Optimization exercise on an open flow, not production practice.
RTL: at most simulated, not proved equivalent.
Power: default activity.

==> config.mk <==
export PLATFORM = sky130hd
export DESIGN_NAME = sdf_deframer
export DESIGN_NICKNAME = sdf_deframer
export VERILOG_FILES = /design/flow/design.v
export SDC_FILE = /design/flow/constraint.sdc
export NUM_CORES = 4
export LEC_CHECK = 0
export CAP_MARGIN = 20
export CORE_MARGIN = 2
export CORE_UTILIZATION = 72
export PLACE_DENSITY = 0.82
export SETUP_SLACK_MARGIN = 5
export SLEW_MARGIN = 20
export TNS_END_PERCENT = 100
==> constraint.sdc <==
create_clock -name core_clock -period 10.0 [get_ports {clk}]
set_input_delay 2.0000 -clock core_clock [delete_from_list [all_inputs] [get_ports {clk}]]
set_output_delay 2.0000 -clock core_clock [all_outputs]
set_load 0.01 [all_outputs]
==> design.v <==
module sdf_deframer (
    input  wire       clk,
    input  wire       rst,
    input  wire       in_valid,
    input  wire [7:0] in_data,
    output wire       in_ready,
    output wire       out_valid,
    output wire [1:0] out_kind,
    output wire [7:0] out_data,
    output wire       out_last,
    input  wire       out_ready
);
    localparam integer CAP = 260;
    localparam integer QD  = 12;        
    localparam [1:0] KIND_FRAME   = 2'd0;
    localparam [1:0] KIND_LEN_ERR = 2'd1;
    localparam [1:0] KIND_CK_ERR  = 2'd2;
    localparam [2:0] S_SEEK0 = 3'd0;    
    localparam [2:0] S_SEEK1 = 3'd1;    
    localparam [2:0] S_TYPE  = 3'd2;
    localparam [2:0] S_LEN   = 3'd3;
    localparam [2:0] S_BODY  = 3'd4;    
    localparam [2:0] S_CKH   = 3'd5;
    localparam [2:0] S_CKL   = 3'd6;
    function [9:0] pinc;
        input [9:0] p;
        begin
            if (p[8:0] == CAP - 1)
                pinc = {~p[9], 9'd0};
            else
                pinc = {p[9], p[8:0] + 9'd1};
        end
    endfunction
    function [9:0] pdec;
        input [9:0] p;
        begin
            if (p[8:0] == 9'd0)
                pdec = {~p[9], 9'd259};
            else
                pdec = {p[9], p[8:0] - 9'd1};
        end
    endfunction
    function [8:0] pdist;
        input [9:0] a;
        input [9:0] b;
        begin
            if (a[9] == b[9])
                pdist = a[8:0] - b[8:0];
            else
                pdist = a[8:0] + 9'd260 - b[8:0];
        end
    endfunction
    reg  [7:0] mem [0:CAP-1];
    reg        in_rdy_q;
    reg        in_v;            
    reg  [7:0] in_d;
    reg  [9:0] wn;              
    reg  [2:0] st;
    reg  [9:0] sp;              
    reg  [9:0] cs;              
    reg        b0_55;           
    reg [15:0] sum;
    reg  [7:0] rem;
    reg        ckh_ok;          
    reg        pv55, pvAA;      
    reg        tf_ok;           
    reg  [9:0] tf;              
    reg        own_q;           
    reg        pown_q;          
    reg  [9:0] fp;              
    reg        fv_q;            
    reg        r_v;
    reg  [7:0] r_d;
    reg  [1:0] q_typ [0:QD-1];
    reg  [9:0] q_pos [0:QD-1];
    reg  [QD-1:0] qv;           
    reg        e_act;           
    reg  [9:0] ep;              
    reg  [8:0] occ_q;           
    reg  [2:0] eph;             
    reg  [7:0] erem;            
    reg        o_v;
    reg  [1:0] o_kind;
    reg  [7:0] o_data;
    reg        o_last;
    reg        s_v;
    reg  [1:0] s_kind;
    reg  [7:0] s_data;
    reg        s_last;
    assign in_ready  = in_rdy_q;
    assign out_valid = o_v;
    assign out_kind  = o_kind;
    assign out_data  = o_data;
    assign out_last  = o_last;
    reg  [8:0] ra_q;            
    wire [7:0] rbyte = mem[ra_q];
    wire       q_full = qv[QD-1];
    wire       s_go   = !q_full && (own_q ? r_v : in_v);
    wire [7:0] b      = own_q ? r_d : in_d;
    wire b55  = (b == 8'h55);
    wire bAA  = (b == 8'hAA);
    wire pair = (pv55 && bAA) || (pvAA && b55);       
    wire tf_hit = !tf_ok && pair;
    wire [9:0] sp_prev = pdec(sp);
    wire       nest_ok  = tf_ok || pair;
    wire [9:0] nest_pos = tf_ok ? tf : sp_prev;
    wire [9:0] sp_inc = pinc(sp);
    wire [9:0] cs_inc = pinc(cs);
    reg  [2:0] st_nx;
    reg  [9:0] sp_nx;
    reg  [9:0] cs_nx;
    reg        b0_55_nx;
    reg [15:0] sum_nx;
    reg  [7:0] rem_nx;
    reg        ckh_ok_nx;
    reg        tf_ok_nx;
    reg  [9:0] tf_nx;
    reg        jump;            
    reg        push;
    reg  [1:0] push_typ;
    reg  [9:0] push_pos;
    always @(*) begin
        st_nx    = st;
        sp_nx    = sp;
        cs_nx    = cs;
        b0_55_nx = b0_55;
        sum_nx   = sum;
        rem_nx   = rem;
        ckh_ok_nx = ckh_ok;
        tf_ok_nx = tf_ok;
        tf_nx    = tf;
        jump     = 1'b0;
        push     = 1'b0;
        push_typ = KIND_FRAME;
        push_pos = cs;
        if (s_go) begin
            sp_nx = sp_inc;
            if (st != S_SEEK0 && st != S_SEEK1 && tf_hit) begin
                tf_ok_nx = 1'b1;
                tf_nx    = sp_prev;
            end
            case (st)
                S_SEEK0: begin
                    if (b55 || bAA) begin
                        cs_nx    = sp;
                        b0_55_nx = b55;
                        st_nx    = S_SEEK1;
                    end
                end
                S_SEEK1: begin
                    if ((b0_55 && bAA) || (!b0_55 && b55)) begin
                        sum_nx   = (b0_55 ? 16'h0055 : 16'h00AA) + {8'd0, b};
                        tf_ok_nx = 1'b0;
                        st_nx    = S_TYPE;
                    end else if (b55 || bAA) begin
                        cs_nx    = sp;
                        b0_55_nx = b55;
                    end else begin
                        st_nx    = S_SEEK0;
                    end
                end
                S_TYPE: begin
                    sum_nx = sum + {8'd0, b};
                    st_nx  = S_LEN;
                end
                S_LEN: begin
                    if (b < 8'd2) begin
                        push     = 1'b1;
                        push_typ = KIND_LEN_ERR;
                        push_pos = cs_inc;
                        if (nest_ok) begin
                            jump  = 1'b1;
                            sp_nx = nest_pos;
                        end
                        st_nx = S_SEEK0;    
                    end else begin
                        sum_nx = sum + {8'd0, b};
                        rem_nx = b - 8'd1;
                        st_nx  = S_BODY;
                    end
                end
                S_BODY: begin
                    sum_nx = sum + {8'd0, b};
                    rem_nx = rem - 8'd1;
                    if (rem == 8'd1)
                        st_nx = S_CKH;
                end
                S_CKH: begin
                    ckh_ok_nx = (b == sum[15:8]);
                    st_nx     = S_CKL;
                end
                S_CKL: begin
                    push = 1'b1;
                    if (ckh_ok && (b == sum[7:0])) begin
                        push_typ = KIND_FRAME;
                        push_pos = cs;
                        st_nx    = S_SEEK0;
                    end else begin
                        push_typ = KIND_CK_ERR;
                        push_pos = cs_inc;
                        if (nest_ok) begin
                            jump  = 1'b1;
                            sp_nx = nest_pos;
                            st_nx = S_SEEK0;
                        end else if (b55 || bAA) begin
                            cs_nx    = sp;
                            b0_55_nx = b55;
                            st_nx    = S_SEEK1;
                        end else begin
                            st_nx    = S_SEEK0;
                        end
                    end
                end
                default: st_nx = S_SEEK0;
            endcase
        end
    end
    wire e_go   = !s_v;         
    wire q_has  = qv[0];
    wire h_frame = (q_typ[0] == KIND_FRAME);
    reg        pop;
    reg        bt_v;            
    reg  [1:0] bt_kind;
    reg        bt_frame;        
    reg        bt_last;
    reg        e_act_nx;
    reg  [9:0] ep_nx;
    reg  [2:0] eph_nx;
    reg  [7:0] erem_nx;
    always @(*) begin
        pop       = 1'b0;
        bt_v      = 1'b0;
        bt_kind   = KIND_FRAME;
        bt_frame  = 1'b1;
        bt_last   = 1'b0;
        e_act_nx  = e_act;
        ep_nx     = ep;
        eph_nx    = eph;
        erem_nx   = erem;
        if (e_go) begin
            if (e_act) begin
                if (!pown_q) begin
                    bt_v  = 1'b1;
                    ep_nx = pinc(ep);
                    if (eph == 3'd4) begin
                        erem_nx = erem - 8'd1;
                        if (erem == 8'd0) begin
                            bt_last  = 1'b1;
                            e_act_nx = 1'b0;
                        end
                    end else begin
                        eph_nx = eph + 3'd1;
                        if (eph == 3'd3)
                            erem_nx = rbyte;       
                    end
                end
            end else if (q_has) begin
                if (h_frame) begin
                    if (!pown_q) begin
                        pop      = 1'b1;
                        bt_v     = 1'b1;
                        e_act_nx = 1'b1;
                        ep_nx    = pinc(q_pos[0]);
                        eph_nx   = 3'd1;
                    end
                end else begin
                    pop      = 1'b1;
                    bt_v     = 1'b1;
                    bt_kind  = q_typ[0];
                    bt_frame = 1'b0;
                    bt_last  = 1'b1;
                end
            end
        end
    end
    wire [7:0] bt_data = bt_frame ? rbyte : 8'd0;
    wire       a_free  = !o_v || out_ready;
    wire [9:0] s_need = (st == S_SEEK0) ? sp : cs;
    wire [9:0] hp     = e_act ? ep : (q_has ? q_pos[0] : s_need);
    wire       acc    = in_valid && in_rdy_q;
    wire [9:0] wn_nx  = in_v ? pinc(wn) : wn;
    wire [8:0] occ    = pdist(wn_nx, hp);
    wire occ_ok = in_v ? (acc ? (occ_q <= 9'd257) : (occ_q <= 9'd258))
                       : (acc ? (occ_q <= 9'd258) : (occ_q <= 9'd259));
    wire q_ok = push ? !qv[QD-3] : !qv[QD-2];
    wire       rmode_nx = jump || (s_go ? (sp_inc != wn_nx) : (sp != wn_nx));
    wire rdy_nx   = !rmode_nx && q_ok && occ_ok;
    wire f_room = !r_v || (s_go && own_q);
    wire f_go   = pown_q && fv_q && (fp != wn) && f_room;
    wire [9:0] fp_pre = f_go ? pinc(fp) : fp;
    wire [9:0] fp_nx  = (!own_q || jump) ? sp_nx : fp_pre;
    wire       pown_nx = own_q && !q_full;
    wire       fv_nx   = own_q && !jump;
    wire [9:0] qh_nx = pop ? (qv[1] ? q_pos[1] : cs)
                           : (qv[0] ? q_pos[0] : cs);
    wire [9:0] ra_pos = pown_nx ? fp_pre : (e_act_nx ? ep_nx : qh_nx);
    wire [8:0] ra_nx  = ra_pos[8:0];
    integer i;
    always @(posedge clk) begin
        in_d <= in_data;
        if (in_v)
            mem[wn[8:0]] <= in_d;
        if (f_go)
            r_d <= rbyte;
        if (a_free) begin
            o_kind <= s_v ? s_kind : bt_kind;
            o_data <= s_v ? s_data : bt_data;
            o_last <= s_v ? s_last : bt_last;
        end
        if (bt_v) begin
            s_kind <= bt_kind;
            s_data <= bt_data;
            s_last <= bt_last;
        end
        ckh_ok <= ckh_ok_nx;
        sum <= sum_nx;
        rem <= rem_nx;
        b0_55 <= b0_55_nx;
        cs <= cs_nx;
        tf <= tf_nx;
        ep <= ep_nx;
        eph <= eph_nx;
        erem <= erem_nx;
        ra_q <= ra_nx;
        if (s_go && st != S_SEEK0) begin
            pv55 <= b55;
            pvAA <= bAA;
        end
        for (i = 0; i < QD; i = i + 1) begin
            if (push && (pop ? (qv[i] && (i == QD - 1 || !qv[(i+1) % QD]))
                             : (!qv[i] && (i == 0 || qv[(i+QD-1) % QD])))) begin
                q_typ[i] <= push_typ;
                q_pos[i] <= push_pos;
            end else if (pop) begin
                if (i < QD - 1) begin
                    q_typ[i] <= q_typ[i+1];
                    q_pos[i] <= q_pos[i+1];
                end
            end
        end
    end
    always @(posedge clk) begin
        if (rst) begin
            in_rdy_q <= 1'b0;
            in_v     <= 1'b0;
            wn       <= 10'd0;
            st       <= S_SEEK0;
            sp       <= 10'd0;
            tf_ok    <= 1'b0;
            own_q    <= 1'b0;
            pown_q   <= 1'b0;
            fp       <= 10'd0;
            r_v      <= 1'b0;
            qv       <= {QD{1'b0}};
            fv_q     <= 1'b0;
            occ_q    <= 9'd0;
            e_act    <= 1'b0;
            o_v      <= 1'b0;
            s_v      <= 1'b0;
        end else begin
            in_rdy_q <= rdy_nx;
            in_v     <= acc;
            wn       <= wn_nx;
            st       <= st_nx;
            sp       <= sp_nx;
            tf_ok    <= tf_ok_nx;
            own_q    <= rmode_nx;
            pown_q   <= pown_nx;
            fp       <= fp_nx;
            if (jump || !own_q)
                r_v <= 1'b0;
            else if (f_go)
                r_v <= 1'b1;
            else if (s_go)
                r_v <= 1'b0;
            if (push && !pop)
                qv <= {qv[QD-2:0], 1'b1};
            else if (pop && !push)
                qv <= {1'b0, qv[QD-1:1]};
            fv_q     <= fv_nx;
            occ_q    <= occ;
            e_act    <= e_act_nx;
            if (a_free)
                o_v <= s_v || bt_v;
            s_v      <= (s_v || bt_v) && !a_free;
        end
    end
endmodule
==> flow/run.sh <==
#!/bin/bash
set -euo pipefail
MARGIN=$(cat flow/margin.txt)
bash standard.sh SETUP_SLACK_MARGIN="$MARGIN" finish > flow_make.log 2>&1
==> flow/margin.txt <==
6.8
==> standard.sh <==
#!/bin/bash
# synth_recipe.tcl (not shown) runs the flow's synth.tcl, then flattens the netlist and writes it again
# the make line also repeats each setting of config.mk as NAME=value (left out here)
make -C /OpenROAD-flow-scripts/flow DESIGN_CONFIG=/design/flow/config.mk WORK_HOME=/design/flow/orfs CLKGATE_MAP_FILE= SYNTH_SCRIPT=/design/flow/synth_recipe.tcl "${@:-finish}"
==> flow_summary.ini, run 1 <==
[synthesis]
postSynth.topFlopCell = sky130_fd_sc_hd__edfxtp_1
synth_warn = 3
mapped_avg_cell_area_sq_um = 17.9
cell_taking_the_most_area_after_synthesis = sky130_fd_sc_hd__edfxtp_1
mappedNetlistNets = 5553
post_synth_main_area_contributors = sky130_fd_sc_hd__edfxtp_1 (71%), sky130_fd_sc_hd__mux4_2 (12%), sky130_fd_sc_hd__dfxtp_1 (1.8%)
number_of_storage_elements_in_the_synthesis_netlist = 2404
synth_cells = 5487
synth_async_sr_flop_share_pct = 0
ys_seq_area_share_pct = 72.4
ys_types = 96
cell_area_after_synthesis_sq_um = 98400
synth_edf_count = 2314
synth_top_area_share_pct = 70.6

[setup_path]
worstPathMaxFanout = 27
r2r_cells = 10
timing.critical_path.arrival_ns = 5.02
timing_worst_setup_path_type = reg2reg
worst_setup_path_start_kind = register
r2r_setup_slack_ns = 5.60
critical_path_required_ns = 10.61
worst_setup_path_end_kind = register
regToRegEndpoint = erem[0]

[placement]
portBuffers = 24
place.gp.congestion = 0.918
dpl.hpwl_mm = 146

[clocking]
worst_skew_pair.late_latency_ns = 0.93
worst_setup_hold_path_clk_slew_ns = 0.08
cts-buffers-inserted = 222
tritoncts = done
ctsRootBufferMaster = sky130_fd_sc_hd__clkbuf_16
clock_tree.htree_level_count = 4
cts-root-to-sink-buffers = 3
cts_sinks = 2404

[power_and_ir_drop]
netSwitchingPower_w = 0.00751
seq_power_share_pct = 43.8
worst_ir_drop_vdd_v = 0.000257
p_clk_share_pct = 34.3
pwr-share-comb_pct = 21.9
switching_share_pct = 29.3
power_density_nw_per_um2 = 226
internal_power_w = 0.0181
cellLeakagePower_nw = 36.3

[global_route]
grt_pass1_wl_mm = 443
grt_start_max_net_pins = 120
vias_in_the_first_global_route = 59300
gr-total-overflow = 0
groute.usage.overall_pct = 45.4
number_of_antenna_violations_at_the_first_check_in_global_routing = 29

[run_status]
so.violations = capacitance limit, slew limit
outcome = complete, but fails checks

[sta]
finalSetupTns_ns = 0
hold_viol = 0
final.period_utilization_pct = 44.0
timing.max_slew.rel_slack_pct = -2.97
timing_worst_slew_pin_value_ns = 1.52
timing.clock.skew_ns = 0.0699
fmax_mhz = 227
slew_violations = 2
timing.final.crit_period_ns = 4.40
rsz0062_at_grt = yes
final_setup_violating_endpoints = 0

[flow_run]
cap_viol_max_count = 1

[detailed_routing]
num_vias = 63200
initial_drt_pass_iterations = 11
routed_wl_mm = 342
drt_first_iter_violations = 13700
wire_per_inst_um = 44.1
route.antenna.remaining_nets = 0
vias_per_cell = 8.16
drc_errors = 0

[hold_path]
min_from = q_pos[8][8]
hold_path_depth = 2
worstHoldPathType = reg2reg
worst_hold_path.endpoint = q_pos[7][8]

[final_layout]
final_net_count = 5819
post-route-util_pct = 83.8
layout-drive-gt1-share_pct = 30.1
nFillCells = 5301
area_delta_synth_final_pct = 15.5
layout_common_cells = sky130_fd_sc_hd__edfxtp_1 (2,314), sky130_fd_sc_hd__mux4_2 (539), sky130_fd_sc_hd__nor2_1 (299), sky130_fd_sc_hd__nand2_1 (289), sky130_fd_sc_hd__clkbuf_16 (237)
multi_input_combinational_cell_area_sq_um = 27800
register_cell_area_after_layout_sq_um = 71400
layout_commonest_cell = sky130_fd_sc_hd__edfxtp_1

[floorplanning]
dieArea_sq_um = 140000
fp-row-count = 135
height_of_the_chip_um = 374
initial_utilization_pct = 72.6
die_w_um = 374
floorplan.io_pins = 25
coreArea_sq_um = 136000
[synth_stat cells, types with 17 or more instances]
cell type                  number
sky130_fd_sc_hd__edfxtp_1    2314
sky130_fd_sc_hd__mux4_2       539
sky130_fd_sc_hd__nor2_1       462
sky130_fd_sc_hd__nand2_1      322
sky130_fd_sc_hd__mux2i_1      158
sky130_fd_sc_hd__clkbuf_1     150
sky130_fd_sc_hd__o21ai_0      148
sky130_fd_sc_hd__a21oi_1      141
sky130_fd_sc_hd__dfxtp_1       90
sky130_fd_sc_hd__inv_1         80
sky130_fd_sc_hd__buf_2         71
sky130_fd_sc_hd__o22ai_1       69
sky130_fd_sc_hd__nand3_1       67
sky130_fd_sc_hd__xnor2_1       67
sky130_fd_sc_hd__ha_1          49
sky130_fd_sc_hd__nor3_1        45
sky130_fd_sc_hd__o21ai_1       44
sky130_fd_sc_hd__a22oi_1       35
sky130_fd_sc_hd__nor2b_1       35
sky130_fd_sc_hd__xor2_1        34
sky130_fd_sc_hd__buf_1         33
sky130_fd_sc_hd__buf_6         30
sky130_fd_sc_hd__mux2_2        29
sky130_fd_sc_hd__nand4_1       29
sky130_fd_sc_hd__nand2b_1      28
sky130_fd_sc_hd__and2_1        26
sky130_fd_sc_hd__buf_4         26
sky130_fd_sc_hd__a211oi_1      24
sky130_fd_sc_hd__a22o_1        23
sky130_fd_sc_hd__a31oi_1       22
sky130_fd_sc_hd__a21o_1        17
[power groups by stage]
stage / sequential, W / combinational, W / clock, W
floorplan: 0.0114 / 0.00260 / 0
global route: 0.0112 / 0.00555 / 0.00898
detailed placement: 0.0115 / 0.00355 / 0
CTS: 0.0112 / 0.00467 / 0.00841
finish: 0.0112 / 0.00561 / 0.00880
global placement: 0.0115 / 0.00348 / 0
[critical path: stages (launching register included)]
cell                        delay, ns
sky130_fd_sc_hd__dfxtp_4         0.60
sky130_fd_sc_hd__buf_16          0.33
sky130_fd_sc_hd__buf_16          0.25
sky130_fd_sc_hd__mux4_2          0.38
sky130_fd_sc_hd__nand2_1         0.15
sky130_fd_sc_hd__a21oi_1         0.10
sky130_fd_sc_hd__a21oi_1         0.99
sky130_fd_sc_hd__o21ai_2         0.29
sky130_fd_sc_hd__a211oi_4        0.43
sky130_fd_sc_hd__o2bb2ai_4       0.17
sky130_fd_sc_hd__mux2_4          0.29
[stage by stage]
stage | instances | area [sq um] | hold WS [ns] | worst slack (ns) | total power, W
after floorplan | 5487 | 99000 | 0.406 | 6.39 | 0.0140
after global placement | 7058 | 100000 | 0.498 | 4.88 | 0.0150
after detailed placement | 7060 | 100000 | 0.512 | 5.20 | 0.0150
after CTS | 7629 | 112000 | 0.522 | 6.43 | 0.0243
after global routing | 7726 | 114000 | 0.545 | 5.84 | 0.0258
final | 7741 | 114000 | 0.523 | 5.60 | 0.0257
[state kept, by name, indices dropped and copies added, names as in the netlist, 3 cells and up, named ones only]
register and cells:
eph 3, erem 8, r_d 8, wn 10, qv 12, o_data 8
mem 2080, ep 10, sp 10, rem 8, q_pos 120, occ_q 9
s_data 8, tf 10, in_d 8, q_typ 24, st 3, fp 10
cs 10, sum 16
[metal layers]
metal	global-route usage, %	wire length [um]	up-vias
met3	16.3	58100	2380
met1	57.8	99000	30500
met4	28.7	34400	42
met5	0.549	539	-
met2	67.5	150000	7756
li1	-	-	22500
[worst max-delay path by stage]
stage,end
final,erem[0]
after global routing,erem[0]
after CTS,out_data[0]
after detailed placement,o_data[6]
after global placement,o_data[7]
after floorplan,sum[0]
[layout make-up]
cell class | count | share of cell area [%]
diodes | 19 | 0.0418
well taps | 1781 | 1.96
repair buffers | 361 | 4.19
clock buffers | 300 | 5.39
inverters | 84 | 0.285
flip-flops and latches | 2404 | 62.8
clock inverters | 112 | 0.861
multi-input cells | 2680 | 24.5
[cells by family (layout without fill, tap and decap cells)]
kind of cell | Yosys count | after routing | share of synthesized area (%)
multiplexers | 729 | 729 | 14.3
other | 0 | 19 | 0
AO/OA/AOI/OAI | 665 | 666 | 4.34
adder cells (fa/ha/maj) | 56 | 56 | 0.745
flip-flops | 2404 | 2404 | 72.4
AND/OR/NAND/NOR | 1128 | 1128 | 5.17
buffers and inverters | 404 | 857 | 2.09
XOR/XNOR | 101 | 101 | 0.899
[repair_timing]
item                                    CTS  global route
cloned                                   36             9
buffers inserted                        121            83
hold buffers                              0             0
endpoints found under the hold margin     0             0
resized for setup                       481           281
setup endpoints to repair              1963          1588
pin swaps                                64            76
Testbench counts, summed over its fixed seeds: cycles 33,943, bytes 32,412.
==> inputs of run 2 (changes only) <==
==> flow/run.sh (replaced) <==
#!/bin/bash
set -euo pipefail
MARGIN=$(cat flow/margin.txt)
CTS="-sink_clustering_enable -repair_clock_nets -dont_use_dummy_load $(cat flow/cts_args.txt)"
bash standard.sh SETUP_SLACK_MARGIN="$MARGIN" CTS_ARGS="$CTS" finish > flow_make.log 2>&1
==> flow/cts_args.txt (new file) <==
-sink_clustering_size 30 -sink_clustering_max_diameter 60
==> flow/margin.txt (replaced) <==
6.5
--- a/config.mk
+++ b/config.mk
@@ -7,8 +7,8 @@
 export LEC_CHECK = 0
 export CAP_MARGIN = 20
 export CORE_MARGIN = 2
-export CORE_UTILIZATION = 72
-export PLACE_DENSITY = 0.82
+export CORE_UTILIZATION = 65
+export PLACE_DENSITY = 0.75
 export SETUP_SLACK_MARGIN = 5
 export SLEW_MARGIN = 20
 export TNS_END_PERCENT = 100
==> run 2 against run 1 <==
Now clean on timing, DRC and antenna. Maximum frequency increased by 22%. Combinational power fell by 25%. Design area down 6.3%. Critical path type unchanged. Highest routed layer unchanged.
==> flow_summary.ini, run 2 <==
[run_status]
outcome = timing/DRC/antenna clean

[synthesis]
cell_area_after_synthesis_sq_um = 98400
mappedNetlistNets = 5553
synth_edf_count = 2314
synth_top_area_share_pct = 70.6
netlist_top_cells_count = sky130_fd_sc_hd__edfxtp_1 (2,314), sky130_fd_sc_hd__mux4_2 (539), sky130_fd_sc_hd__nor2_1 (462)
synth_async_sr_flop_share_pct = 0
library_cell_with_the_highest_instance_count_after_synthesis = sky130_fd_sc_hd__edfxtp_1
post_synth_main_area_contributors = sky130_fd_sc_hd__edfxtp_1 (71%), sky130_fd_sc_hd__mux4_2 (12%), sky130_fd_sc_hd__dfxtp_1 (1.8%)
synth_cells = 5487
ys_types = 96
mapped_avg_cell_area_sq_um = 17.9
number_of_storage_elements_in_the_synthesis_netlist = 2404
cell_taking_the_most_area_after_synthesis = sky130_fd_sc_hd__edfxtp_1
postSynth.topFlopCell = sky130_fd_sc_hd__edfxtp_1
ys_seq_area_share_pct = 72.4
synth_warn = 3

[sta]
timing_worst_slew_pin_value_ns = 1.27
finalSetupTns_ns = 0
slew_violations = 0
hold_viol = 0
final_setup_violating_endpoints = 0
timing.clock.skew_ns = 0.0795
timing.max_slew.rel_slack_pct = 15.5
final.period_utilization_pct = 36.1
timing.final.crit_period_ns = 3.61
rsz0062_at_grt = yes
fmax_mhz = 277

[clocking]
worst_setup_hold_path_clk_slew_ns = 0.09
worst_skew_pair.late_latency_ns = 0.82
cts_sinks = 2404
post_cts_hold_fix_bufs = 0
ctsRootBufferMaster = sky130_fd_sc_hd__clkbuf_16
cts-root-to-sink-buffers = 3
clock_tree.htree_level_count = 4
tritoncts = done
cts-buffers-inserted = 140

[floorplanning]
die_w_um = 393
initial_utilization_pct = 65.6
height_of_the_chip_um = 393
dieArea_sq_um = 155000
floorplan.io_pins = 25
coreArea_sq_um = 150000
fp-row-count = 142

[global_route]
grt_start_max_net_pins = 118
vias_in_the_first_global_route = 51000
number_of_antenna_violations_at_the_first_check_in_global_routing = 8
gr-total-overflow = 0
groute.usage.overall_pct = 32.6
grt_pass1_wl_mm = 356

[detailed_routing]
wire_per_inst_um = 33.1
num_vias = 53100
route.antenna.remaining_nets = 0
routed_wl_mm = 249
drt_first_iter_violations = 7635
vias_per_cell = 7.05
drc_errors = 0
initial_drt_pass_iterations = 8

[final_layout]
layout_commonest_cell = sky130_fd_sc_hd__edfxtp_1
layout_common_cells = sky130_fd_sc_hd__edfxtp_1 (2,314), sky130_fd_sc_hd__mux4_2 (539), sky130_fd_sc_hd__nor2_1 (443), sky130_fd_sc_hd__nand2_1 (301), sky130_fd_sc_hd__mux2i_1 (150)
post_layout_nonfiller_instances = 7529
largest_reg_flops = 2080
area_delta_synth_final_pct = 8.25
layout-drive-gt1-share_pct = 20.2
register_cell_area_after_layout_sq_um = 71400
final_net_count = 5580
nFillCells = 9008
multi_input_combinational_cell_area_sq_um = 26100

[setup_path]
cp_cell_sequence = nor2b_1, nand3_2, nor2_1
cp_slowest_stage_delay_ns = 1.16
worst_setup_path_start_kind = register
timing.critical_path.arrival_ns = 4.05
worst_setup_path_end_kind = register
timing_worst_setup_path_type = reg2reg
worstPathMaxFanout = 16
critical_path_required_ns = 10.44
critical-path-slowest-cell = sky130_fd_sc_hd__nor2_1

[placement]
place.gp.congestion = 0.892
dpl.hpwl_mm = 145
portBuffers = 24
number_of_placed_instances_taps_included = 7300

[power_and_ir_drop]
worst_ir_drop_vdd_v = 0.000190
power_density_nw_per_um2 = 197
cellLeakagePower_nw = 33.3
post-layout-total-power_w = 0.0209

[flow_run]
cap_viol_max_count = 0

[hold_path]
worstHoldPathType = reg2reg
[run 2: cell counts after synthesis]
Identical to the previous run, type by type.
[run 2: critical path, delay by kind of cell (launching register included)]
family | cells | cell delay (ns)
and+or+nand+nor | 3 | 2.63
DFF | 1 | 0.62
[run 2: where the power goes]
| part | switching, W | internal [W] | total (W) |
|---|---|---|---|
| Combinational | 0.00233 | 0.00188 | 0.00421 |
| Sequential | 0.000148 | 0.0111 | 0.0113 |
| Clock | 0.00299 | 0.00249 | 0.00548 |
[run 2: final timing paths]
kind / start / end / slack, ns / depth (start not counted)
worst max register to register: wn[2] / mem[199][1] / 6.39 / 3
worst min register to register: q_pos[11][6] / q_pos[10][6] / 0.50 / 2
worst min-delay path: q_pos[11][6] / q_pos[10][6] / 0.50 / 2
worst max-delay path: wn[2] / mem[199][1] / 6.39 / 3
[run 2: what timing repair did]
action / CTS / global route
cloned: 20 / 9
setup buffers: 40 / 19
gates resized for setup: 210 / 77
endpoints found under the setup margin: 431 / 360
pin swaps: 6 / 11
[run 2: area by class of cell]
cell class | count | area share, %
antenna | 1 | 0.00235
clock buffer | 140 | 3.29
inverter | 84 | 0.301
multi-input combinational | 2680 | 24.5
sequential | 2404 | 67.0
tap | 2016 | 2.37
timing repair buffer | 204 | 2.57
[run 2: metrics by stage]
step / area, sq um / hold WS, ns / worst slack (ns) / util, %
CTS: 106000 / 0.501 / 6.37 / 70.5
detailed placement: 101000 / 0.510 / 5.06 / 67.0
global placement: 101000 / 0.503 / 5.09 / 67.0
finish: 107000 / 0.496 / 6.39 / 71.0
global route: 107000 / 0.501 / 6.32 / 71.0
floorplan: 98700 / 0.406 / 6.39 / -
[run 2: cells by family (layout without fill, tap and decap cells)]
logic type | count (synthesis) | after routing | share of synthesized area (%)
other cells | 0 | 1 | 0
buf+inv | 404 | 428 | 2.09
compound gates | 665 | 666 | 4.34
xor+xnor | 101 | 101 | 0.899
flops | 2404 | 2404 | 72.4
mux | 729 | 729 | 14.3
simple gates | 1128 | 1128 | 5.17
fa+ha+maj | 56 | 56 | 0.745
[run 2: layer usage]
layer	global-route usage, %	up-vias	share of wire, %	wire length [um]
met1	47.5	27400	38	93600
li1	-	21800	-	-
met4	10.8	10	3.6	8970
met5	0	-	0.027	68
met2	49.9	3375	47	118000
met3	7.03	475	12	29100
==> inputs of run 3 (changes only) <==
==> flow/margin.txt (replaced) <==
6.8
==> run 3 against run 2 <==
Still clean. Hold slack improved by 0.016 ns. Critical path depth down 2. Core utilization rose by 2.7 points. Via count rose by 3.2%. Clock power is essentially flat.
==> flow_summary.ini, run 3 <==
[detailed_routing]
drt_first_iter_violations = 8255
wire_per_inst_um = 34.1
routed_wl_mm = 262
route.antenna.remaining_nets = 0
initial_drt_pass_iterations = 8
vias_per_cell = 7.12
num_vias = 54800
drc_errors = 0

[synthesis]
ys_types = 96
mapped_avg_cell_area_sq_um = 17.9
cell_area_after_synthesis_sq_um = 98400
synth_edf_count = 2314
netlist_top_cells_count = sky130_fd_sc_hd__edfxtp_1 (2,314), sky130_fd_sc_hd__mux4_2 (539), sky130_fd_sc_hd__nor2_1 (462)
library_cell_with_the_highest_instance_count_after_synthesis = sky130_fd_sc_hd__edfxtp_1
synth_async_sr_flop_share_pct = 0
post_synth_main_area_contributors = sky130_fd_sc_hd__edfxtp_1 (71%), sky130_fd_sc_hd__mux4_2 (12%), sky130_fd_sc_hd__dfxtp_1 (1.8%)
postSynth.topFlopCell = sky130_fd_sc_hd__edfxtp_1
cell_taking_the_most_area_after_synthesis = sky130_fd_sc_hd__edfxtp_1
ys_seq_area_share_pct = 72.4
synth_cells = 5487
number_of_storage_elements_in_the_synthesis_netlist = 2404
synth_top_area_share_pct = 70.6
synth_warn = 3
mappedNetlistNets = 5553

[clocking]
post_cts_hold_fix_bufs = 0
cts-buffers-inserted = 139
ctsRootBufferMaster = sky130_fd_sc_hd__clkbuf_16
clock_tree.htree_level_count = 4
cts_sinks = 2404
worst_setup_hold_path_clk_slew_ns = 0.09
tritoncts = done
worst_skew_pair.late_latency_ns = 0.82
cts-root-to-sink-buffers = 3

[setup_path]
cp_top_family = flip-flops
timing_worst_setup_path_type = reg2out
worstPathMaxFanout = 1
worst_setup_path_start_kind = register
crit_buf_inv = 1
cp_slowest_stage_delay_ns = 0.51
reg2reg_from = wn[6]
critical_path_start = o_data[0]
critical-path-slowest-cell = sky130_fd_sc_hd__edfxtp_1
worst_setup_path_end_kind = primary output
critical_path_required_ns = 8.00
timing.critical_path.arrival_ns = 1.49
cp_cell_sequence = buf_6

[placement]
place.gp.congestion = 0.938
place_area_sq_um = 101000
portBuffers = 24
dpl.hpwl_mm = 146

[hold_path]
worstHoldPathType = reg2reg
min_from = q_pos[3][2]

[final_layout]
final_net_count = 5741
area_delta_synth_final_pct = 12.3
layout_common_cells = sky130_fd_sc_hd__edfxtp_1 (2,314), sky130_fd_sc_hd__mux4_2 (539), sky130_fd_sc_hd__nand2_1 (286), sky130_fd_sc_hd__nor2_1 (279), sky130_fd_sc_hd__buf_4 (186)
layout_commonest_cell = sky130_fd_sc_hd__edfxtp_1
largest_reg_flops = 2080
layout.cell_area.non_filler_sq_um = 111000
layout-drive-gt1-share_pct = 28.9

[floorplanning]
dieArea_sq_um = 155000
fp-row-count = 142
floorplan.io_pins = 25
coreArea_sq_um = 150000
initial_utilization_pct = 65.6
height_of_the_chip_um = 393
die_w_um = 393

[power_and_ir_drop]
p_clk_share_pct = 25.3
cellLeakagePower_nw = 34.8
internal_power_w = 0.0159
switching_share_pct = 26.9
netSwitchingPower_w = 0.00584
pwr-share-comb_pct = 23.1
seq_power_share_pct = 51.6
power_density_nw_per_um2 = 197
worst_ir_drop_vdd_v = 0.000184

[run_status]
outcome = timing/DRC/antenna clean

[sta]
timing_worst_slew_pin_value_ns = 1.30
slew_violations = 0
fmax_mhz = 287
final.period_utilization_pct = 34.9
finalSetupTns_ns = 0
hold_viol = 0
timing.final.crit_period_ns = 3.49
final_setup_violating_endpoints = 0
rsz0062_at_grt = yes
timing.clock.skew_ns = 0.0953
timing.max_slew.rel_slack_pct = 13.3

[global_route]
grt_start_max_net_pins = 167
number_of_antenna_violations_at_the_first_check_in_global_routing = 10
vias_in_the_first_global_route = 52400
groute.usage.overall_pct = 33.8
gr-total-overflow = 0
grt_pass1_wl_mm = 370

[flow_run]
cap_viol_max_count = 0
==> run 3: cell families after synthesis <==
group                    Yosys count  share of synthesized area, %
XOR/XNOR                         101                         0.899
adder cells (fa/ha/maj)           56                         0.745
buffers and inverters            404                          2.09
multiplexers                     729                          14.3
flip-flops                      2404                          72.4
AND/OR/NAND/NOR                 1128                          5.17
AO/OA/AOI/OAI                    665                          4.34
==> run 3: power by group through the flow <==
stage | clock, W | sequential [W] | combinational (W)
finish | 0.00550 | 0.0112 | 0.00503
global route | 0.00582 | 0.0112 | 0.00518
CTS | 0.00549 | 0.0112 | 0.00463
detailed placement | 0 | 0.0115 | 0.00361
global placement | 0 | 0.0115 | 0.00357
floorplan | 0 | 0.0114 | 0.00260
==> run 3: area by class of cell <==
| class | count | area [sq um] |
|---|---|---|
| antenna | 4 | 10.0 |
| clock buffer | 139 | 3480 |
| fill | 8455 | 39600 |
| inverter | 84 | 340 |
| multi-input combinational | 2683 | 27800 |
| sequential | 2404 | 71400 |
| tap | 2016 | 2520 |
| timing repair buffer | 363 | 5000 |
==> run 3: metrics by stage <==
stage	hold WS (ns)	total power (W)	instances	utilization (%)	setup slack [ns]
global placement	0.497	0.0151	7295	67.1	4.92
detailed placement	0.507	0.0151	7296	67.1	4.94
CTS	0.518	0.0213	7568	72.1	6.51
floorplan	0.406	0.0140	5487	-	6.39
global route	0.535	0.0222	7690	73.6	6.48
finish	0.512	0.0218	7693	73.6	6.51
==> run 3: path summary, 6_finish.rpt <==
path / to / slack, ns / depth (start not counted)
max: out_data[0] / 6.51 / 1
min reg2reg: q_pos[2][2] / 0.51 / 2
max reg2reg: mem[196][2] / 6.53 / 3
min: q_pos[2][2] / 0.51 / 2
==> run 3: what timing repair did <==
action | 4_1_cts | 5_1_grt
endpoints found under the setup margin | 1950 | 1534
gates cloned | 42 | 14
resized for setup | 493 | 273
endpoints found under the hold margin | 0 | 0
pin swaps | 58 | 75
setup buffers | 91 | 106
==> run 3: per-layer routing <==
layer	GRT usage [%]	up-vias	routed length, um	share of wire [%]
li1	-	22200	-	-
met2	51.6	3883	123000	47
met3	7.36	664	32400	12
met1	48.2	28100	93900	36
met4	14.2	8	12900	4.9
met5	0	-	62	0.024
==> inputs of run 4 (changes only) <==
==> flow/margin.txt (replaced) <==
6.7
==> run 4 against run 3 <==
Clock power increased by 2%. Hold slack improved by 0.0044 ns. Register-to-register slack gained 0.06 ns. Largest cell class unchanged. Core utilization fell by 1.1 points. Setup slack worse by 0.12 ns. Routed wire length fell by 1.5%. Maximum frequency down 3.3%. Global-route usage is 0.62 points lower.
==> flow_summary.ini, run 4 <==
[setup_path]
cp_slowest_stage_delay_ns = 0.60
timing.critical_path.arrival_ns = 1.60
r2r_cells = 9
timing_worst_setup_path_type = reg2out
critical-path-slowest-cell = sky130_fd_sc_hd__edfxtp_1
r2r_setup_slack_ns = 6.59
worst_setup_path_start_kind = register
regToRegEndpoint = erem[4]
critical_path_required_ns = 8.00
cp_cell_sequence = buf_2
cp_top_family = flip-flops
worst_setup_path_end_kind = primary output
worstPathMaxFanout = 1
crit_buf_inv = 1

[synthesis]
mapped_avg_cell_area_sq_um = 17.9
netlist_top_cells_count = sky130_fd_sc_hd__edfxtp_1 (2,314), sky130_fd_sc_hd__mux4_2 (539), sky130_fd_sc_hd__nor2_1 (462)
library_cell_with_the_highest_instance_count_after_synthesis = sky130_fd_sc_hd__edfxtp_1
ys_types = 96
mappedNetlistNets = 5553
synth_warn = 3
synth_edf_count = 2314
post_synth_main_area_contributors = sky130_fd_sc_hd__edfxtp_1 (71%), sky130_fd_sc_hd__mux4_2 (12%), sky130_fd_sc_hd__dfxtp_1 (1.8%)
cell_taking_the_most_area_after_synthesis = sky130_fd_sc_hd__edfxtp_1
synth_cells = 5487
cell_area_after_synthesis_sq_um = 98400
postSynth.topFlopCell = sky130_fd_sc_hd__edfxtp_1
synth_async_sr_flop_share_pct = 0
number_of_storage_elements_in_the_synthesis_netlist = 2404
ys_seq_area_share_pct = 72.4
synth_top_area_share_pct = 70.6

[sta]
timing.clock.skew_ns = 0.0825
final.period_utilization_pct = 36.0
finalSetupTns_ns = 0
rsz0062_at_grt = yes
final_setup_violating_endpoints = 0
hold_viol = 0
timing.max_slew.rel_slack_pct = 14.8
fmax_mhz = 277
timing.final.crit_period_ns = 3.60
timing_worst_slew_pin_value_ns = 1.28
slew_violations = 0

[placement]
dpl.hpwl_mm = 145
place.gp.congestion = 0.912
portBuffers = 24
place_area_sq_um = 101000

[power_and_ir_drop]
worst_ir_drop_vdd_v = 0.000185
post-layout-total-power_w = 0.0216
cellLeakagePower_nw = 34.2
power_density_nw_per_um2 = 198

[floorplanning]
dieArea_sq_um = 155000
initial_utilization_pct = 65.6
fp-row-count = 142
floorplan.io_pins = 25
height_of_the_chip_um = 393
coreArea_sq_um = 150000
die_w_um = 393

[hold_path]
worst_hold_path.endpoint = q_pos[8][7]
worstHoldPathType = reg2reg
min_from = q_pos[9][7]
hold_path_depth = 1

[detailed_routing]
drt_first_iter_violations = 8257
initial_drt_pass_iterations = 8
drc_errors = 0
route.antenna.remaining_nets = 0
routed_wl_mm = 258
vias_per_cell = 7.10
wire_per_inst_um = 33.8
num_vias = 54300

[final_layout]
nFillCells = 8753
largest_reg_flops = 2080
area_delta_synth_final_pct = 10.7
layout_common_cells = sky130_fd_sc_hd__edfxtp_1 (2,314), sky130_fd_sc_hd__mux4_2 (539), sky130_fd_sc_hd__nor2_1 (420), sky130_fd_sc_hd__nand2_1 (295), sky130_fd_sc_hd__buf_4 (177)
final_net_count = 5707
layout-drive-gt1-share_pct = 24.4
layout.cell_area.non_filler_sq_um = 109000
layout_commonest_cell = sky130_fd_sc_hd__edfxtp_1

[clocking]
worst_setup_hold_path_clk_slew_ns = 0.07
post_cts_hold_fix_bufs = 0
cts_sinks = 2404
tritoncts = done
ctsRootBufferMaster = sky130_fd_sc_hd__clkbuf_16
cts-root-to-sink-buffers = 3
cts-buffers-inserted = 144
clock_tree.htree_level_count = 4
worst_skew_pair.late_latency_ns = 0.85

[global_route]
grt_start_max_net_pins = 255
vias_in_the_first_global_route = 51900
grt_pass1_wl_mm = 365
groute.usage.overall_pct = 33.2
gr-total-overflow = 0
number_of_antenna_violations_at_the_first_check_in_global_routing = 6

[run_status]
outcome = timing/DRC/antenna clean

[flow_run]
cap_viol_max_count = 0
==> run 4: cell counts after synthesis <==
Identical to the previous run, type by type.
==> run 4: logic make-up (layout without fill, tap and decap cells) <==
group	Yosys count	count (layout)	share of synthesized area, %
other	0	1	0
buffers and inverters	404	555	2.09
muxes	729	729	14.3
DFF	2404	2404	72.4
and+or+nand+nor	1128	1128	5.17
AOI/OAI and AO/OA	665	666	4.34
adders and majority gates	56	56	0.745
xor gates and xnor gates	101	101	0.899
==> run 4: area by class of cell <==
class	count	area (sq um)	area share (%)
antenna	1	2.50	0.00230
sequential	2404	71400	65.5
inverter	84	334	0.307
timing repair buffer	326	4330	3.97
multi-input combinational	2680	26800	24.6
tap	2016	2520	2.31
clock buffer	144	3600	3.31
timing repair inverter	1	5.00	0.00459
==> run 4: per-stage QoR <==
step	instances	util [%]	hold slack, ns	worst slack, ns
final	7656	72.6	0.517	6.40
after global routing	7655	72.6	0.540	6.40
after global placement	7303	67.1	0.500	4.51
after floorplan	5487	-	0.406	6.39
after detailed placement	7303	67.1	0.506	4.99
after CTS	7560	71.5	0.520	6.42
==> run 4: worst max-delay path by stage <==
stage	from	depth (start not counted)	endpoint
final	o_data[5]	1	out_data[5]
after global routing	o_data[5]	1	out_data[5]
after CTS	o_data[5]	1	out_data[5]
after detailed placement	register	9	erem[0]
after global placement	register	7	erem[3]
after floorplan	in_d[0]	10	sum[0]
==> run 4: routing by layer <==
metal	track usage, %	share of wire [%]	vias to the layer above
met2	51.1	47	3684
li1	-	-	22100
met5	0	0.021	-
met3	6.50	12	575
met1	48.1	37	28000
met4	12.5	4.5	8
==> run 4: power breakdown <==
group          switching, W  leakage (nW)  internal [W]  total [W]
clock network       0.00304          1.77       0.00256    0.00560
logic               0.00259          10.9       0.00220    0.00479
registers          0.000130          21.6        0.0111     0.0112
total               0.00576          34.2        0.0159     0.0216
==> run 4: repair_timing <==
| item | CTS | global route |
|---|---|---|
| cloned | 32 | 13 |
| setup endpoints to repair | 735 | 592 |
| pin swaps | 42 | 75 |
| setup buffers | 81 | 81 |
| resized for setup | 347 | 159 |
==> inputs of run 5 (changes only) <==
==> flow/margin.txt (replaced) <==
6.8
--- a/config.mk
+++ b/config.mk
@@ -7,8 +7,8 @@
 export LEC_CHECK = 0
 export CAP_MARGIN = 20
 export CORE_MARGIN = 2
-export CORE_UTILIZATION = 65
-export PLACE_DENSITY = 0.75
+export CORE_UTILIZATION = 60
+export PLACE_DENSITY = 0.7
 export SETUP_SLACK_MARGIN = 5
 export SLEW_MARGIN = 20
 export TNS_END_PERCENT = 100
==> run 5 against run 4 <==
Still clean on timing, DRC and antenna. Via count shrank 0.89%. Synthesized cell count is the same. Combinational power up 3%. Count of clock-buffer cells in the layout is 2 lower. Final cell count is 2.9% higher. Flip-flop and latch count unchanged. Clock power decreased by 0.7%. Non-clock buffer count rose by 59. Sequential power is essentially flat. Largest cell class unchanged.
==> flow_summary.ini, run 5 <==
[clocking]
worst_setup_hold_path_clk_slew_ns = 0.10
cts_sinks = 2404
cts-root-to-sink-buffers = 3
ctsRootBufferMaster = sky130_fd_sc_hd__clkbuf_16
tritoncts = done
post_cts_hold_fix_bufs = 0
cts-buffers-inserted = 142
worst_skew_pair.late_latency_ns = 0.84
clock_tree.htree_level_count = 4

[synthesis]
post_synth_main_area_contributors = sky130_fd_sc_hd__edfxtp_1 (71%), sky130_fd_sc_hd__mux4_2 (12%), sky130_fd_sc_hd__dfxtp_1 (1.8%)
ys_types = 96
yosys-mux-area-fraction_pct = 14.3
adder_and_majority_cell_fraction_of_the_synthesized_area_pct = 0.745
netlist_top_cells_count = sky130_fd_sc_hd__edfxtp_1 (2,314), sky130_fd_sc_hd__mux4_2 (539), sky130_fd_sc_hd__nor2_1 (462)
cell_taking_the_most_area_after_synthesis = sky130_fd_sc_hd__edfxtp_1
cell_area_after_synthesis_sq_um = 98400
library_cell_with_the_highest_instance_count_after_synthesis = sky130_fd_sc_hd__edfxtp_1
post_synth_xor_area_fraction_pct = 0.899
synth_warn = 3
synth_edf_count = 2314
postSynth.topFlopCell = sky130_fd_sc_hd__edfxtp_1
mappedNetlistNets = 5553
number_of_storage_elements_in_the_synthesis_netlist = 2404
synth_async_sr_flop_share_pct = 0
synth_top_family_by_area = multiplexers
ys_seq_area_share_pct = 72.4
mapped_avg_cell_area_sq_um = 17.9
synth_compound_area_share_pct = 4.34
synth_top_area_share_pct = 70.6
synth-simple-area-share_pct = 5.17
synth_cells = 5487

[setup_path]
cp_cell_sequence = buf_2
worst_setup_path_end_kind = primary output
critical-path-slowest-cell = sky130_fd_sc_hd__edfxtp_1
cp_slowest_stage_delay_ns = 0.55
timing_worst_setup_path_type = reg2out
worst_setup_path_start_kind = register
worstPathMaxFanout = 1
critical_path_required_ns = 8.00
timing.critical_path.arrival_ns = 1.58
cp_top_family = flip-flops
crit_buf_inv = 1

[final_layout]
layout_common_cells = sky130_fd_sc_hd__edfxtp_1 (2,314), sky130_fd_sc_hd__mux4_2 (539), sky130_fd_sc_hd__nor2_1 (431), sky130_fd_sc_hd__nand2_1 (294), sky130_fd_sc_hd__buf_4 (203)
final_net_count = 5765
multi_input_combinational_cell_area_sq_um = 27400
layout.cell_area.non_filler_sq_um = 111000
area_delta_synth_final_pct = 12.3
layout_commonest_cell = sky130_fd_sc_hd__edfxtp_1
layout-drive-gt1-share_pct = 26.4
nFillCells = 10300
largest_reg_flops = 2080
register_cell_area_after_layout_sq_um = 71400
post_layout_nonfiller_instances = 7877

[placement]
place.gp.congestion = 0.893
detailedPlace.worstSlack_ns = 4.89
number_of_placed_instances_taps_included = 7463
dpl.hpwl_mm = 144
portBuffers = 24
place_area_sq_um = 101000

[power_and_ir_drop]
cellLeakagePower_nw = 34.8
power_density_nw_per_um2 = 197
worst_ir_drop_vdd_v = 0.000212

[sta]
timing.max_slew.rel_slack_pct = 24.7
slew_violations = 0
fmax_mhz = 279
hold_viol = 0
timing_worst_slew_pin_value_ns = 1.13
setup_ws_ns = 6.42
final.period_utilization_pct = 35.8
finalSetupTns_ns = 0
final_setup_violating_endpoints = 0
timing.clock.skew_ns = 0.0758
timing.final.crit_period_ns = 3.58
finalHoldWorstSlack_ns = 0.518
rsz0062_at_grt = yes

[flow_run]
cap_viol_max_count = 0

[floorplanning]
height_of_the_chip_um = 409
dieArea_sq_um = 167000
coreArea_sq_um = 163000
floorplan.io_pins = 25
die_w_um = 409
initial_utilization_pct = 60.5
fp-row-count = 148

[detailed_routing]
highest_layer = met5
wl_met3_mm = 27.1
route.antenna.remaining_nets = 0
drt_first_iter_violations = 7890
vias_per_cell = 6.84
met2_length_mm = 122
drc_errors = 0
routed_wl_mm = 259
wire_per_inst_um = 32.8
route.layer.met1.wl_mm = 99.6
initial_drt_pass_iterations = 6
num_vias = 53800

[global_route]
grt_pass1_wl_mm = 368
gr-total-overflow = 0
vias_in_the_first_global_route = 51800
groute.usage.overall_pct = 30.7
number_of_antenna_violations_at_the_first_check_in_global_routing = 5
grt_start_max_net_pins = 179

[hold_path]
worstHoldPathType = reg2reg

[run_status]
outcome = timing/DRC/antenna clean
==> run 5: cell counts after synthesis <==
Identical to the previous run, type by type.
==> run 5: metal layers <==
layer | track usage, % | up-vias
li1 | - | 22200
met1 | 44.7 | 27900
met2 | 47.5 | 3192
met3 | 5.91 | 482
met4 | 10.5 | 2
met5 | 0 | -
==> run 5: stage by stage <==
step	util [%]	total power (W)
global route	67.9	0.0223
global placement	62.1	0.0151
floorplan	-	0.0140
detailed placement	62.1	0.0151
finish	67.9	0.0217
CTS	66.8	0.0215
==> run 5: final timing paths <==
kind | start | endpoint | slack (ns) | cells after the start
worst max register to register | register | s_data[3] | 6.54 | 13
worst max-delay path | o_data[1] | out_data[1] | 6.42 | 1
worst min register to register | q_pos[6][1] | q_pos[5][1] | 0.52 | 2
worst min-delay path | q_pos[6][1] | q_pos[5][1] | 0.52 | 2
==> run 5: final cells by class <==
class,count,share of cell area [%]
Antenna cell,5,0.0113
Clock buffer,142,3.21
Inverter,84,0.296
Multi-Input combinational cell,2681,24.8
Sequential cell,2404,64.6
Tap cell,2175,2.46
Timing Repair Buffer,385,4.66
Timing Repair inverter,1,0.00453
==> run 5: cell families after synthesis <==
logic type / after synthesis
fa+ha+maj: 56
simple gates: 1128
xor+xnor: 101
compound gates: 665
flops: 2404
buf+inv: 404
mux: 729
==> run 5: power by group <==
part	switching [W]	internal (W)	leakage (nW)
sequential	0.000121	0.0111	21.6
clock	0.00303	0.00252	1.75
combinational	0.00263	0.00231	11.5
total	0.00579	0.0159	34.8
==> run 5: timing repair <==
item	4_1_cts	5_1_grt
cloned	45	12
pin swaps	70	95
endpoints found under the setup margin	980	482
buffers inserted	131	79
gates resized for setup	450	175
==> inputs of run 6 (changes only) <==
--- a/design.v
+++ b/design.v
@@ -242,16 +242,16 @@
                 if (!pown_q) begin
                     bt_v  = 1'b1;
                     ep_nx = pinc(ep);
-                    if (eph == 3'd4) begin
+                    if (eph == 3'd5) begin
                         erem_nx = erem - 8'd1;
-                        if (erem == 8'd0) begin
+                        if (erem == 8'd1) begin
                             bt_last  = 1'b1;
                             e_act_nx = 1'b0;
                         end
                     end else begin
                         eph_nx = eph + 3'd1;
-                        if (eph == 3'd3)
-                            erem_nx = rbyte;       
+                        if (eph == 3'd4)
+                            erem_nx = s_data;      
                     end
                 end
             end else if (q_has) begin
--- a/config.mk
+++ b/config.mk
@@ -7,8 +7,8 @@
 export LEC_CHECK = 0
 export CAP_MARGIN = 20
 export CORE_MARGIN = 2
-export CORE_UTILIZATION = 60
-export PLACE_DENSITY = 0.7
+export CORE_UTILIZATION = 65
+export PLACE_DENSITY = 0.75
 export SETUP_SLACK_MARGIN = 5
 export SLEW_MARGIN = 20
 export TNS_END_PERCENT = 100
==> run 6 against run 5 <==
Design area increased by 1.1%. Total power increased by 7.3%. Via count increased by 3.2%. Sequential power about the same. Core utilization increased by 5.9 points. Synthesized area increased by 0.36%. Synthesized cell count increased by 0.55%. Global-route usage increased by 3.9 points. First-iteration DRC count increased by 1.0%. Critical path type unchanged. Largest cell class unchanged.
==> flow_summary.ini, run 6 <==
[synthesis]
netlist_top_cells_count = sky130_fd_sc_hd__edfxtp_1 (2,314), sky130_fd_sc_hd__mux4_2 (467), sky130_fd_sc_hd__nor2_1 (442)
ys_types = 104
synth_top_family_by_area = multiplexers
synth_warn = 3
post_synth_main_area_contributors = sky130_fd_sc_hd__edfxtp_1 (70%), sky130_fd_sc_hd__mux4_2 (11%), sky130_fd_sc_hd__dfxtp_1 (1.8%)
postSynth.topFlopCell = sky130_fd_sc_hd__edfxtp_1
synth_top_area_share_pct = 70.4
ys_seq_area_share_pct = 72.2
cell_taking_the_most_area_after_synthesis = sky130_fd_sc_hd__edfxtp_1
yosys-mux-area-fraction_pct = 14.1
synth_cells = 5517
synth-simple-area-share_pct = 5.27
mappedNetlistNets = 5585
library_cell_with_the_highest_instance_count_after_synthesis = sky130_fd_sc_hd__edfxtp_1
adder_and_majority_cell_fraction_of_the_synthesized_area_pct = 0.768
synth_edf_count = 2314
synth_compound_area_share_pct = 4.76
mapped_avg_cell_area_sq_um = 17.9
cell_area_after_synthesis_sq_um = 98800
number_of_storage_elements_in_the_synthesis_netlist = 2404
synth_async_sr_flop_share_pct = 0
post_synth_xor_area_fraction_pct = 0.929

[sta]
hold_viol = 0
final_setup_violating_endpoints = 0
finalHoldWorstSlack_ns = 0.524
timing.max_slew.rel_slack_pct = 24.6
fmax_mhz = 282
final.period_utilization_pct = 35.5
timing.clock.skew_ns = 0.0603
timing.final.crit_period_ns = 3.55
finalSetupTns_ns = 0
timing_worst_slew_pin_value_ns = 1.13
slew_violations = 0
rsz0062_at_grt = yes

[global_route]
groute.usage.overall_pct = 34.7
grt_pass1_wl_mm = 384
vias_in_the_first_global_route = 54200
number_of_antenna_violations_at_the_first_check_in_global_routing = 9
grt_start_max_net_pins = 205
gr-total-overflow = 0

[setup_path]
cp_cell_sequence = buf_2
reg2reg_from = wn[4]
r2r_cells = 4
timing.critical_path.arrival_ns = 1.55
timing_worst_setup_path_type = reg2out
crit_buf_inv = 1
worstPathMaxFanout = 1
cp_top_family = flip-flops
worst_setup_path_end_kind = primary output
critical_path_required_ns = 8.00
worst_setup_path_start_kind = register
regToRegEndpoint = mem[128][0]
r2r_setup_slack_ns = 6.60
critical-path-slowest-cell = sky130_fd_sc_hd__edfxtp_1
cp_slowest_stage_delay_ns = 0.56

[floorplanning]
die_w_um = 394
floorplan.io_pins = 25
height_of_the_chip_um = 394
initial_utilization_pct = 65.2
dieArea_sq_um = 155000
fp-row-count = 143
coreArea_sq_um = 151000

[final_layout]
layout.cell_area.non_filler_sq_um = 112000
multi_input_combinational_cell_area_sq_um = 28600
layout-drive-gt1-share_pct = 29.3
layout_common_cells = sky130_fd_sc_hd__edfxtp_1 (2,314), sky130_fd_sc_hd__mux4_2 (467), sky130_fd_sc_hd__nor2_1 (325), sky130_fd_sc_hd__buf_4 (203), sky130_fd_sc_hd__nand2_1 (176)
register_cell_area_after_layout_sq_um = 71400
final_net_count = 5808
post-route-util_pct = 73.9
area_delta_synth_final_pct = 13.2
largest_reg_flops = 2080
nFillCells = 8747
layout_commonest_cell = sky130_fd_sc_hd__edfxtp_1

[detailed_routing]
initial_drt_pass_iterations = 6
drc_errors = 0
num_vias = 55600
vias_per_cell = 7.15
drt_first_iter_violations = 7972
routed_wl_mm = 271
wire_per_inst_um = 34.9
route.antenna.remaining_nets = 0

[placement]
portBuffers = 24
place.gp.congestion = 0.896
dpl.hpwl_mm = 149
place_area_sq_um = 101000

[clocking]
tritoncts = done
worst_setup_hold_path_clk_slew_ns = 0.08
worst_skew_pair.late_latency_ns = 0.80
ctsRootBufferMaster = sky130_fd_sc_hd__clkbuf_16
clock_tree.htree_level_count = 4
cts-buffers-inserted = 144
cts_sinks = 2404
cts-root-to-sink-buffers = 3

[power_and_ir_drop]
worst_ir_drop_vdd_v = 0.000225
power_density_nw_per_um2 = 208
cellLeakagePower_nw = 35.5

[hold_path]
min_from = q_pos[9][2]
worstHoldPathType = reg2reg
worst_hold_path.endpoint = q_pos[8][2]
hold_path_depth = 1

[run_status]
outcome = timing/DRC/antenna clean

[flow_run]
cap_viol_max_count = 0
[run 6: worst max path at each step]
stage          slack (ns)  startpoint  cells past startpoint          end
4_1_cts              6.45   o_data[0]                      1  out_data[0]
3_3_place_gp         5.09    register                      9    o_data[7]
5_1_grt              6.42   o_data[7]                      1  out_data[7]
3_5_place_dp         5.09    register                      9    o_data[7]
6_report             6.45   o_data[3]                      1  out_data[3]
2_1_floorplan        6.24     in_d[1]                     12  q_pos[0][7]
[run 6: cell families after synthesis]
kind of cell             after synthesis
XOR/XNOR                             103
buffers and inverters                401
AO/OA/AOI/OAI                        686
adder cells (fa/ha/maj)               58
AND/OR/NAND/NOR                     1076
flip-flops                          2404
multiplexers                         789
[run 6: through the flow]
step           worst slack (ns)  total power (W)  instances
4_1_cts                    6.45           0.0229       7697
3_3_place_gp               5.09           0.0159       7340
2_1_floorplan              6.24           0.0146       5517
6_report                   6.45           0.0233       7774
5_1_grt                    6.42           0.0238       7768
3_5_place_dp               5.09           0.0160       7340
[run 6: per-layer routing]
metal	routed length (um)	share of wire [%]	GRT usage (%)	vias to the layer above
li1	-	-	-	22500
met1	96600	36	48.2	28600
met2	127000	47	53.1	3721
met3	31200	12	7.01	735
met4	16000	5.9	17.9	12
met5	73	0.027	0	-
[run 6: area by class of cell]
type / instances / area share [%]
timing repair buffer: 398 / 4.85
inverter: 73 / 0.257
clock buffer: 144 / 3.22
tap: 2030 / 2.27
antenna: 6 / 0.0134
sequential: 2404 / 63.8
multi-input combinational: 2719 / 25.5
[run 6: power breakdown]
part	total [W]	leakage, nW	switching (W)	internal, W
registers	0.0112	21.6	0.000134	0.0111
logic	0.00647	12.2	0.00352	0.00295
clock network	0.00560	1.77	0.00305	0.00256
total	0.0233	35.5	0.00670	0.0166
[run 6: what timing repair did]
action                      CTS  global route
gates resized for setup     517           234
cloned                       45             8
setup buffers               168            62
setup endpoints to repair  1292          1085
pin swaps                    93            75
hold buffers                  0             0
Testbench counts of run 6, summed over its fixed seeds: cycles 33,943, bytes 32,412.
==> inputs of run 7 (changes only) <==
--- a/design.v
+++ b/design.v
@@ -79,6 +79,10 @@
     reg  [8:0] occ_q;           
     reg  [2:0] eph;             
     reg  [7:0] erem;            
+    reg        c_v;
+    reg  [1:0] c_kind;
+    reg  [7:0] c_data;
+    reg        c_last;
     reg        o_v;
     reg  [1:0] o_kind;
     reg  [7:0] o_data;
@@ -275,6 +279,10 @@
     end
     wire [7:0] bt_data = bt_frame ? rbyte : 8'd0;
     wire       a_free  = !o_v || out_ready;
+    wire       a_v     = s_v || bt_v;
+    wire [1:0] a_kind  = s_v ? s_kind : bt_kind;
+    wire [7:0] a_data  = s_v ? s_data : bt_data;
+    wire       a_last  = s_v ? s_last : bt_last;
     wire [9:0] s_need = (st == S_SEEK0) ? sp : cs;
     wire [9:0] hp     = e_act ? ep : (q_has ? q_pos[0] : s_need);
     wire       acc    = in_valid && in_rdy_q;
@@ -302,10 +310,13 @@
             mem[wn[8:0]] <= in_d;
         if (f_go)
             r_d <= rbyte;
-        if (a_free) begin
-            o_kind <= s_v ? s_kind : bt_kind;
-            o_data <= s_v ? s_data : bt_data;
-            o_last <= s_v ? s_last : bt_last;
+        o_kind <= a_free ? a_kind : c_kind;
+        o_data <= a_free ? a_data : c_data;
+        o_last <= a_free ? a_last : c_last;
+        if (!(o_v && !out_ready)) begin
+            c_kind <= a_kind;
+            c_data <= a_data;
+            c_last <= a_last;
         end
         if (bt_v) begin
             s_kind <= bt_kind;
@@ -356,6 +367,7 @@
             occ_q    <= 9'd0;
             e_act    <= 1'b0;
             o_v      <= 1'b0;
+            c_v      <= 1'b0;
             s_v      <= 1'b0;
         end else begin
             in_rdy_q <= rdy_nx;
@@ -380,8 +392,9 @@
             fv_q     <= fv_nx;
             occ_q    <= occ;
             e_act    <= e_act_nx;
-            if (a_free)
-                o_v <= s_v || bt_v;
+            o_v      <= a_free ? a_v : c_v;
+            if (!(o_v && !out_ready))
+                c_v <= a_v;
             s_v      <= (s_v || bt_v) && !a_free;
         end
     end
==> flow/margin.txt (replaced) <==
7.0
==> run 7 against run 6 <==
Clock power is 0.7% lower. Global-route usage up 3.0 points. Now fails the layout checks on capacitance limit, slew limit. Largest power group unchanged. Setup slack better by 0.081 ns. Highest routed layer unchanged. Combinational power shrank 48%. Register-to-register slack worse by 0.07 ns. Die area about the same. Critical path depth rose by 4. Sequential share of layout area shrank 1.4 points.
==> flow_summary.ini, run 7 <==
[run_status]
outcome = complete, but fails checks
so.violations = capacitance limit, slew limit

[power_and_ir_drop]
worst_ir_drop_vdd_v = 0.000244
cellLeakagePower_nw = 36.7
power_density_nw_per_um2 = 175

[floorplanning]
height_of_the_chip_um = 394
floorplan.io_pins = 25
die_w_um = 394
fp-row-count = 143
dieArea_sq_um = 155000
initial_utilization_pct = 65.2
coreArea_sq_um = 151000

[final_layout]
post_layout_nonfiller_instances = 8106
nFillCells = 8043
register_cell_area_after_layout_sq_um = 71700
layout_common_cells = sky130_fd_sc_hd__edfxtp_1 (2,314), sky130_fd_sc_hd__mux4_2 (488), sky130_fd_sc_hd__nand2_1 (347), sky130_fd_sc_hd__buf_4 (278), sky130_fd_sc_hd__nor2_1 (252)
area_delta_synth_final_pct = 16.3
layout-drive-gt1-share_pct = 33.5
layout_commonest_cell = sky130_fd_sc_hd__edfxtp_1
largest_reg_flops = 2080
multi_input_combinational_cell_area_sq_um = 29400
post-route-util_pct = 75.9
final_net_count = 6143

[synthesis]
yosys-mux-area-fraction_pct = 13.1
netlist_top_cells_count = sky130_fd_sc_hd__edfxtp_1 (2,314), sky130_fd_sc_hd__mux4_2 (488), sky130_fd_sc_hd__nor2_1 (447)
mapped_avg_cell_area_sq_um = 17.3
synth_warn = 3
synth_top_area_share_pct = 70.4
cell_area_after_synthesis_sq_um = 98800
synth_cells = 5704
synth_top_family_by_area = multiplexers
mappedNetlistNets = 5772
number_of_storage_elements_in_the_synthesis_netlist = 2416
postSynth.topFlopCell = sky130_fd_sc_hd__edfxtp_1
ys_types = 103
synth_edf_count = 2314
library_cell_with_the_highest_instance_count_after_synthesis = sky130_fd_sc_hd__edfxtp_1
synth-simple-area-share_pct = 5.91
post_synth_xor_area_fraction_pct = 0.993
post_synth_main_area_contributors = sky130_fd_sc_hd__edfxtp_1 (70%), sky130_fd_sc_hd__mux4_2 (11%), sky130_fd_sc_hd__dfxtp_1 (2.1%)
synth_compound_area_share_pct = 4.84
ys_seq_area_share_pct = 72.4
synth_async_sr_flop_share_pct = 0
cell_taking_the_most_area_after_synthesis = sky130_fd_sc_hd__edfxtp_1
adder_and_majority_cell_fraction_of_the_synthesized_area_pct = 0.758

[placement]
number_of_placed_instances_taps_included = 7535
dpl.hpwl_mm = 162
place.gp.congestion = 0.928
detailedPlace.worstSlack_ns = 5.13
portBuffers = 24

[sta]
finalHoldWorstSlack_ns = 0.474
rsz0062_at_grt = yes
setup_ws_ns = 6.53
timing.max_slew.rel_slack_pct = -0.596
fmax_mhz = 288
final.period_utilization_pct = 34.7
slew_violations = 17
finalSetupTns_ns = 0
hold_viol = 0
timing.clock.skew_ns = 0.0634
timing.final.crit_period_ns = 3.47
timing_worst_slew_pin_value_ns = 1.50
final_setup_violating_endpoints = 0

[setup_path]
reg2reg_from = wn[6]
timing_worst_setup_path_type = reg2reg
r2r_cells = 5
critical_path_start = wn[6]
r2r_setup_slack_ns = 6.53
critical_path_required_ns = 10.41
timing.critical_path.arrival_ns = 3.88
worst_setup_path_end_kind = register
worstPathMaxFanout = 16
regToRegEndpoint = mem[98][4]
worst_setup_path_start_kind = register

[detailed_routing]
drt_first_iter_violations = 10000
vias_per_cell = 7.31
initial_drt_pass_iterations = 8
num_vias = 59200
route.antenna.remaining_nets = 0
drc_errors = 0
routed_wl_mm = 298
wire_per_inst_um = 36.7

[clocking]
cts_sinks = 2416
worst_skew_pair.late_latency_ns = 0.83
ctsRootBufferMaster = sky130_fd_sc_hd__clkbuf_16
worst_setup_hold_path_clk_slew_ns = 0.09
cts-buffers-inserted = 140
clock_tree.htree_level_count = 4
tritoncts = done
cts-root-to-sink-buffers = 3

[hold_path]
hold_path_depth = 2
worstHoldPathType = reg2reg
min_from = c_data[3]
worst_hold_path.endpoint = o_data[3]

[global_route]
grt_start_max_net_pins = 213
vias_in_the_first_global_route = 56000
number_of_antenna_violations_at_the_first_check_in_global_routing = 5
gr-total-overflow = 0
groute.usage.overall_pct = 37.7
grt_pass1_wl_mm = 412

[flow_run]
cap_viol_max_count = 1
-- run 7: cell types whose count changed in the layout (fill, tap and decap cells not counted), moves of 60 or more --
cell / delta
sky130_fd_sc_hd__nand2_1: +171
sky130_fd_sc_hd__o21ai_2: +82
sky130_fd_sc_hd__buf_4: +75
sky130_fd_sc_hd__mux2_2: -75
sky130_fd_sc_hd__nor2_1: -73
sky130_fd_sc_hd__buf_6: +60
-- run 7: what timing repair did --
action,in CTS,in global routing
gates resized for setup,849,457
setup buffers,218,137
endpoints found under the setup margin,1963,1672
hold buffers,0,0
gates cloned,64,9
pin swaps,163,180
-- run 7: kinds of logic after synthesis --
kind of cell	Yosys count
DFF	2416
and+or+nand+nor	1276
AOI/OAI and AO/OA	747
muxes	675
buffers and inverters	424
xor gates and xnor gates	109
adders and majority gates	57
-- run 7: where the power goes --
part / switching [W] / internal, W
combinational: 0.00189 / 0.00148
clock: 0.00307 / 0.00249
sequential: 0.0000790 / 0.0111
total: 0.00504 / 0.0151
-- run 7: area by class of cell --
| class | instances | area share (%) |
|---|---|---|
| Tap cell | 2030 | 2.21 |
| Multi-Input combinational cell | 2865 | 25.6 |
| Timing Repair inverter | 1 | 0.00654 |
| Inverter | 90 | 0.320 |
| Sequential cell | 2416 | 62.4 |
| Timing Repair Buffer | 561 | 6.37 |
| Clock buffer | 140 | 3.05 |
| Antenna cell | 3 | 0.00654 |
-- run 7: how the worst max path moves through the flow --
stage / to / slack, ns / cells after the start
6_report: mem[98][4] / 6.53 / 5
5_1_grt: mem[98][4] / 6.48 / 5
4_1_cts: occ_q[8] / 6.62 / 17
3_5_place_dp: o_data[6] / 5.13 / 10
3_3_place_gp: c_data[3] / 4.89 / 8
2_1_floorplan: occ_q[8] / 6.47 / 15
-- run 7: critical path, stage by stage, from the launching register on --
cell	delay [ns]
sky130_fd_sc_hd__dfxtp_4	0.36
sky130_fd_sc_hd__buf_4	0.17
sky130_fd_sc_hd__nor2b_1	0.43
sky130_fd_sc_hd__nor2b_1	0.45
sky130_fd_sc_hd__nand2_1	0.73
sky130_fd_sc_hd__nor2_1	0.93
-- run 7: layer usage --
| layer | up-vias | share of wire, % | track usage (%) |
|---|---|---|---|
| li1 | 23300 | - | - |
| met1 | 30000 | 34 | 52.0 |
| met2 | 5031 | 45 | 55.9 |
| met3 | 980 | 15 | 11.1 |
| met4 | 6 | 6.2 | 18.5 |
| met5 | - | 0.025 | 0 |
-- run 7: per-stage QoR --
step                      total power, W  instance area [sq um]
after global routing              0.0205                 115000
after global placement            0.0136                 101000
after floorplan                   0.0128                  99300
after CTS                         0.0197                 112000
final                             0.0201                 115000
after detailed placement          0.0136                 101000
Testbench counts of run 7, summed over its fixed seeds: cycles 33,943, bytes 32,412.
